This design comes from an exercise in tuning for a short achievable clock period and few clock cycles per item on the open sky130 flow, not from production work. The RTL was checked by simulation tests, not by an equivalence proof against the original design. Power is estimated from default activity; no workload was simulated.

==> v8 <==
==> flow/design.v (excerpt) <==
module cp_frame_pipe (
    input  wire        clk,
    input  wire        rst,
    input  wire        start,
    input  wire        in_valid,
    input  wire [7:0]  in_data,
    input  wire        in_eos,
    output wire        in_ready,
    output wire        out_valid,
    output wire [31:0] out_data,
    output wire        out_last,
    input  wire        out_ready,
    output reg         busy,
    output reg         done,
    output reg         err,
    output reg         eosf,
    output reg  [3:0]  err_code,
    output reg  [3:0]  err_state,
    output reg  [31:0] result,
    output reg  [31:0] frames,
    output reg  [31:0] incnt
);
clock: 10.0 ns
lec_check: 0
cap_margin: 20
core_margin: 2
core_utilization: 65
cts_cluster_diameter: 60
cts_cluster_size: 20
slew_margin: 20
synth_memory_max_bits: 16384
standard.sh (not shown) runs the stock make flow with config.mk's settings and CLKGATE_MAP_FILE= SYNTH_SCRIPT=/design/flow/synth_recipe.tcl, a recipe that flattens the netlist after the stock synthesis.
==> flow/flow/run.sh <==
#!/bin/bash
# Layout flow: the standard ORFS flow (standard.sh, unchanged synthesis,
# floorplan, placement, CTS and routing), with the timing repair steps told
# to aim for a setup slack margin of 6.8 ns under the unchanged 10 ns
# constraint, so that they keep shortening paths down to about 3.2 ns.
# All of make's output goes to standard.log; each ORFS step keeps its own
# log under orfs/logs/.
set -uo pipefail
bash standard.sh SETUP_SLACK_MARGIN=6.8 finish > standard.log 2>&1
==> v6: changes against v8 <==
--- a/flow/design.v
+++ b/flow/design.v
@@ -213,12 +213,12 @@
     reg        flhi0;      
     reg  [7:0] fexp;       
     reg        rdy_o;      
     reg        rdy_n;
     reg        fin;        
-    reg        perr;
-    reg  [3:0] pcode, pstate;
+    reg        perr, perr_n;    
+    reg  [3:0] pcode_n, pstate;
     reg  [2:0] fslots;     
     reg  [6:0] fused;      
     reg        crc_ok;     
     reg        busy_n;
     assign in_ready = rdy_o;
@@ -290,43 +290,46 @@
             endcase
         end
     end
     always @(posedge clk) begin
         if (rst) begin
-            fin    <= 1'b0;
-            perr   <= 1'b0;
-            pcode  <= 4'd0;
-            pstate <= 4'd0;
+            fin     <= 1'b0;
+            perr    <= 1'b0;
+            perr_n  <= 1'b1;
+            pcode_n <= 4'hF;
+            pstate  <= 4'd0;
         end else if (!bsy) begin
             if (start) begin
-                fin    <= 1'b0;
-                perr   <= 1'b0;
-                pcode  <= 4'd0;
-                pstate <= 4'd0;
+                fin     <= 1'b0;
+                perr    <= 1'b0;
+                perr_n  <= 1'b1;
+                pcode_n <= 4'hF;
+                pstate  <= 4'd0;
             end
         end else if (take && !good) begin
-            fin  <= 1'b1;
-            perr <= 1'b1;
+            fin    <= 1'b1;
+            perr   <= 1'b1;
+            perr_n <= 1'b0;
             case (1'b1)
-                fst[F_HDR]:  begin pcode <= 4'd1; pstate <= 4'd1; end
-                fst[F_TYPE]: begin pcode <= 4'd2; pstate <= 4'd2; end
-                fst[F_LEN]:  begin pcode <= hok ? 4'd1 : 4'd2; pstate <= 4'd3; end
-                fst[F_HEX]:  begin pcode <= 4'd2; pstate <= fr_gt8 ? 4'd4 : 4'd5; end
-                fst[F_MHDR]: begin pcode <= 4'd1; pstate <= 4'd6; end
-                default:     begin pcode <= okc ? 4'd4 : 4'd2; pstate <= okc ? 4'd8 : 4'd7; end
+                fst[F_HDR]:  begin pcode_n <= ~4'd1; pstate <= 4'd1; end
+                fst[F_TYPE]: begin pcode_n <= ~4'd2; pstate <= 4'd2; end
+                fst[F_LEN]:  begin pcode_n <= hok ? ~4'd1 : ~4'd2; pstate <= 4'd3; end
+                fst[F_HEX]:  begin pcode_n <= ~4'd2; pstate <= fr_gt8 ? 4'd4 : 4'd5; end
+                fst[F_MHDR]: begin pcode_n <= ~4'd1; pstate <= 4'd6; end
+                default:     begin pcode_n <= okc ? ~4'd4 : ~4'd2; pstate <= okc ? 4'd8 : 4'd7; end
             endcase
         end else if (endin) begin
-            fin <= 1'b1;
+            fin    <= 1'b1;
+            perr   <= ~hdr0;
+            perr_n <= hdr0;
             case (1'b1)
-                fst[F_HDR]:  begin perr <= ~hdr0; pcode <= hdr0 ? 4'd0 : 4'd1;
-                                   pstate <= hdr0 ? 4'd0 : 4'd1; end
-                fst[F_TYPE]: begin perr <= 1'b1; pcode <= 4'd2; pstate <= 4'd2; end
-                fst[F_LEN]:  begin perr <= 1'b1; pcode <= 4'd2; pstate <= 4'd3; end
-                fst[F_HEX]:  begin perr <= 1'b1; pcode <= fr_gt8 ? 4'd3 : 4'd2;
-                                   pstate <= fr_gt8 ? 4'd4 : 4'd5; end
-                fst[F_MHDR]: begin perr <= 1'b1; pcode <= 4'd1; pstate <= 4'd6; end
-                default:     begin perr <= 1'b1; pcode <= 4'd2; pstate <= 4'd7; end
+                fst[F_HDR]:  begin pcode_n <= hdr0 ? ~4'd0 : ~4'd1; pstate <= hdr0 ? 4'd0 : 4'd1; end
+                fst[F_TYPE]: begin pcode_n <= ~4'd2; pstate <= 4'd2; end
+                fst[F_LEN]:  begin pcode_n <= ~4'd2; pstate <= 4'd3; end
+                fst[F_HEX]:  begin pcode_n <= fr_gt8 ? ~4'd3 : ~4'd2; pstate <= fr_gt8 ? 4'd4 : 4'd5; end
+                fst[F_MHDR]: begin pcode_n <= ~4'd1; pstate <= 4'd6; end
+                default:     begin pcode_n <= ~4'd2; pstate <= 4'd7; end
             endcase
         end
     end
     always @(posedge clk) begin
         if (rst || (!bsy && start)) begin
@@ -507,19 +510,25 @@
             d_wm1[cw]  <= len_m1[7:2] - 6'd1;
             d_wz[cw]   <= (len_m1[7:2] == 6'd0);
         end
     end
     reg  [31:0] ring [0:RING-1];
+    reg  [RING-1:0] wsel;      
+    integer     wj;
     always @(posedge clk) begin
-        if (wr_q)
-            ring[wa] <= wbuf;
+        for (wj = 0; wj < RING; wj = wj + 1)
+            if (wr_q && wsel[wj])
+                ring[wj] <= wbuf;
     end
     always @(posedge clk) begin
-        if (rst || (!bsy && start))
-            wa <= 7'd0;
-        else if (wr_q)
-            wa <= (wa == RING_LAST) ? 7'd0 : wa + 7'd1;
+        if (rst || (!bsy && start)) begin
+            wa   <= 7'd0;
+            wsel <= {{(RING-1){1'b0}}, 1'b1};
+        end else if (wr_q) begin
+            wa   <= (wa == RING_LAST) ? 7'd0 : wa + 7'd1;
+            wsel <= {wsel[RING-2:0], wsel[RING-1]};
+        end
     end
     localparam [2:0] O_PH = 3'd0, O_PC = 3'd1, O_PD = 3'd2,
                      O_QH = 3'd3, O_QC = 3'd4, O_QD = 3'd5;
     reg         ovq_o;     
     reg         ovq_n;
@@ -765,12 +774,12 @@
             end else if (run_end) begin
                 busy      <= 1'b0;
                 busy_n    <= 1'b1;
                 done      <= ~perr;
                 err       <= perr;
-                eosf      <= ~perr;
-                err_code  <= pcode;
+                eosf      <= perr_n;
+                err_code  <= ~pcode_n;
                 err_state <= pstate;
                 if (!perr)
                     result <= nf;
             end
         end
CORE_UTILIZATION = 55   (was 65)
==> v4: changes against v8 <==
--- a/flow/design.v
+++ b/flow/design.v
@@ -213,12 +213,12 @@
     reg        flhi0;      
     reg  [7:0] fexp;       
     reg        rdy_o;      
     reg        rdy_n;
     reg        fin;        
-    reg        perr;
-    reg  [3:0] pcode, pstate;
+    reg        perr, perr_n;    
+    reg  [3:0] pcode_n, pstate;
     reg  [2:0] fslots;     
     reg  [6:0] fused;      
     reg        crc_ok;     
     reg        busy_n;
     assign in_ready = rdy_o;
@@ -290,43 +290,46 @@
             endcase
         end
     end
     always @(posedge clk) begin
         if (rst) begin
-            fin    <= 1'b0;
-            perr   <= 1'b0;
-            pcode  <= 4'd0;
-            pstate <= 4'd0;
+            fin     <= 1'b0;
+            perr    <= 1'b0;
+            perr_n  <= 1'b1;
+            pcode_n <= 4'hF;
+            pstate  <= 4'd0;
         end else if (!bsy) begin
             if (start) begin
-                fin    <= 1'b0;
-                perr   <= 1'b0;
-                pcode  <= 4'd0;
-                pstate <= 4'd0;
+                fin     <= 1'b0;
+                perr    <= 1'b0;
+                perr_n  <= 1'b1;
+                pcode_n <= 4'hF;
+                pstate  <= 4'd0;
             end
         end else if (take && !good) begin
-            fin  <= 1'b1;
-            perr <= 1'b1;
+            fin    <= 1'b1;
+            perr   <= 1'b1;
+            perr_n <= 1'b0;
             case (1'b1)
-                fst[F_HDR]:  begin pcode <= 4'd1; pstate <= 4'd1; end
-                fst[F_TYPE]: begin pcode <= 4'd2; pstate <= 4'd2; end
-                fst[F_LEN]:  begin pcode <= hok ? 4'd1 : 4'd2; pstate <= 4'd3; end
-                fst[F_HEX]:  begin pcode <= 4'd2; pstate <= fr_gt8 ? 4'd4 : 4'd5; end
-                fst[F_MHDR]: begin pcode <= 4'd1; pstate <= 4'd6; end
-                default:     begin pcode <= okc ? 4'd4 : 4'd2; pstate <= okc ? 4'd8 : 4'd7; end
+                fst[F_HDR]:  begin pcode_n <= ~4'd1; pstate <= 4'd1; end
+                fst[F_TYPE]: begin pcode_n <= ~4'd2; pstate <= 4'd2; end
+                fst[F_LEN]:  begin pcode_n <= hok ? ~4'd1 : ~4'd2; pstate <= 4'd3; end
+                fst[F_HEX]:  begin pcode_n <= ~4'd2; pstate <= fr_gt8 ? 4'd4 : 4'd5; end
+                fst[F_MHDR]: begin pcode_n <= ~4'd1; pstate <= 4'd6; end
+                default:     begin pcode_n <= okc ? ~4'd4 : ~4'd2; pstate <= okc ? 4'd8 : 4'd7; end
             endcase
         end else if (endin) begin
-            fin <= 1'b1;
+            fin    <= 1'b1;
+            perr   <= ~hdr0;
+            perr_n <= hdr0;
             case (1'b1)
-                fst[F_HDR]:  begin perr <= ~hdr0; pcode <= hdr0 ? 4'd0 : 4'd1;
-                                   pstate <= hdr0 ? 4'd0 : 4'd1; end
-                fst[F_TYPE]: begin perr <= 1'b1; pcode <= 4'd2; pstate <= 4'd2; end
-                fst[F_LEN]:  begin perr <= 1'b1; pcode <= 4'd2; pstate <= 4'd3; end
-                fst[F_HEX]:  begin perr <= 1'b1; pcode <= fr_gt8 ? 4'd3 : 4'd2;
-                                   pstate <= fr_gt8 ? 4'd4 : 4'd5; end
-                fst[F_MHDR]: begin perr <= 1'b1; pcode <= 4'd1; pstate <= 4'd6; end
-                default:     begin perr <= 1'b1; pcode <= 4'd2; pstate <= 4'd7; end
+                fst[F_HDR]:  begin pcode_n <= hdr0 ? ~4'd0 : ~4'd1; pstate <= hdr0 ? 4'd0 : 4'd1; end
+                fst[F_TYPE]: begin pcode_n <= ~4'd2; pstate <= 4'd2; end
+                fst[F_LEN]:  begin pcode_n <= ~4'd2; pstate <= 4'd3; end
+                fst[F_HEX]:  begin pcode_n <= fr_gt8 ? ~4'd3 : ~4'd2; pstate <= fr_gt8 ? 4'd4 : 4'd5; end
+                fst[F_MHDR]: begin pcode_n <= ~4'd1; pstate <= 4'd6; end
+                default:     begin pcode_n <= ~4'd2; pstate <= 4'd7; end
             endcase
         end
     end
     always @(posedge clk) begin
         if (rst || (!bsy && start)) begin
@@ -507,19 +510,25 @@
             d_wm1[cw]  <= len_m1[7:2] - 6'd1;
             d_wz[cw]   <= (len_m1[7:2] == 6'd0);
         end
     end
     reg  [31:0] ring [0:RING-1];
+    reg  [RING-1:0] wsel;      
+    integer     wj;
     always @(posedge clk) begin
-        if (wr_q)
-            ring[wa] <= wbuf;
+        for (wj = 0; wj < RING; wj = wj + 1)
+            if (wr_q && wsel[wj])
+                ring[wj] <= wbuf;
     end
     always @(posedge clk) begin
-        if (rst || (!bsy && start))
-            wa <= 7'd0;
-        else if (wr_q)
-            wa <= (wa == RING_LAST) ? 7'd0 : wa + 7'd1;
+        if (rst || (!bsy && start)) begin
+            wa   <= 7'd0;
+            wsel <= {{(RING-1){1'b0}}, 1'b1};
+        end else if (wr_q) begin
+            wa   <= (wa == RING_LAST) ? 7'd0 : wa + 7'd1;
+            wsel <= {wsel[RING-2:0], wsel[RING-1]};
+        end
     end
     localparam [2:0] O_PH = 3'd0, O_PC = 3'd1, O_PD = 3'd2,
                      O_QH = 3'd3, O_QC = 3'd4, O_QD = 3'd5;
     reg         ovq_o;     
     reg         ovq_n;
@@ -765,12 +774,12 @@
             end else if (run_end) begin
                 busy      <= 1'b0;
                 busy_n    <= 1'b1;
                 done      <= ~perr;
                 err       <= perr;
-                eosf      <= ~perr;
-                err_code  <= pcode;
+                eosf      <= perr_n;
+                err_code  <= ~pcode_n;
                 err_state <= pstate;
                 if (!perr)
                     result <= nf;
             end
         end
CORE_UTILIZATION = 60   (was 65)
==> qor.yml <==
pwr:
  peakVddDrop_mv: 0.179
  swShare: 0.204
clock_tree:
  clk_latency_ns: 0.96
global_routing:
  grt_max_degree: 118
route:
  drt-pass1-iter-count: 13
  route.met2.wl_mm: 219
critical_path:
  cp_common_cell: "buf_6"
synthesis:
  synth-simple-area-share: 0.0634
status:
  outcome: "finished clean"
(the above is from v8)
==> qor.yml <==
pwr:
  swShare: 0.209
status:
  outcome: "finished clean"
clock_tree:
  clk_latency_ns: 1.01
route:
  route.met2.wl_mm: 232
(the above is from v6)
==> qor.yml <==
pwr:
  peakVddDrop_mv: 0.187
status:
  outcome: "finished clean"
route:
  drt-pass1-iter-count: 12
synthesis:
  synth-simple-area-share: 0.0597
clock_tree:
  clk_latency_ns: 0.96
global_routing:
  grt_max_degree: 78
(the above is from v4)
Testbench counts of v8, summed over its fixed seeds: cycles 26,346, chars 25,794.
Testbench counts of v6, summed over its fixed seeds: cycles 26,346, chars 25,794.
Testbench counts of v4, summed over its fixed seeds: cycles 26,346, chars 25,794.

[afterwards: timing with drivers on the ports]
How much do the figures lean on ideal ports? The routed layouts below were timed once more, with nothing changed but the port constraints.
Step 1 sets driving cells, clkbuf_16 on the clock port and buf_2 on the other inputs (assumed; they add their load-dependent delay and slew).
Step 2, shift: input delay + t, output delay - t, t = (earliest + latest rising clock arrival at the registers) / 2. This alone moves slack from input paths to output paths.
a / b / c = ideal / step 1 / step 2; a / b = the first two.
run	t (ns)	slack for setup (ns)	worst setup path after step 2	clock arrival spread, ns	worst data-port slew with drivers (ns)
v8	1.013	6.534 / 6.432 / 5.675	input to register	0.108 / 0.108	0.15
v6	1.059	6.523 / 6.416 / 5.769	input to register	0.120 / 0.120	0.11
v4	1.016	6.535 / 6.435 / 5.826	input to register	0.096 / 0.096	0.09
After both steps every run listed still meets setup and hold. For v8, which loses most, drivers alone change the setup slack by -0.102 ns; drivers and shift together by -0.859 ns.
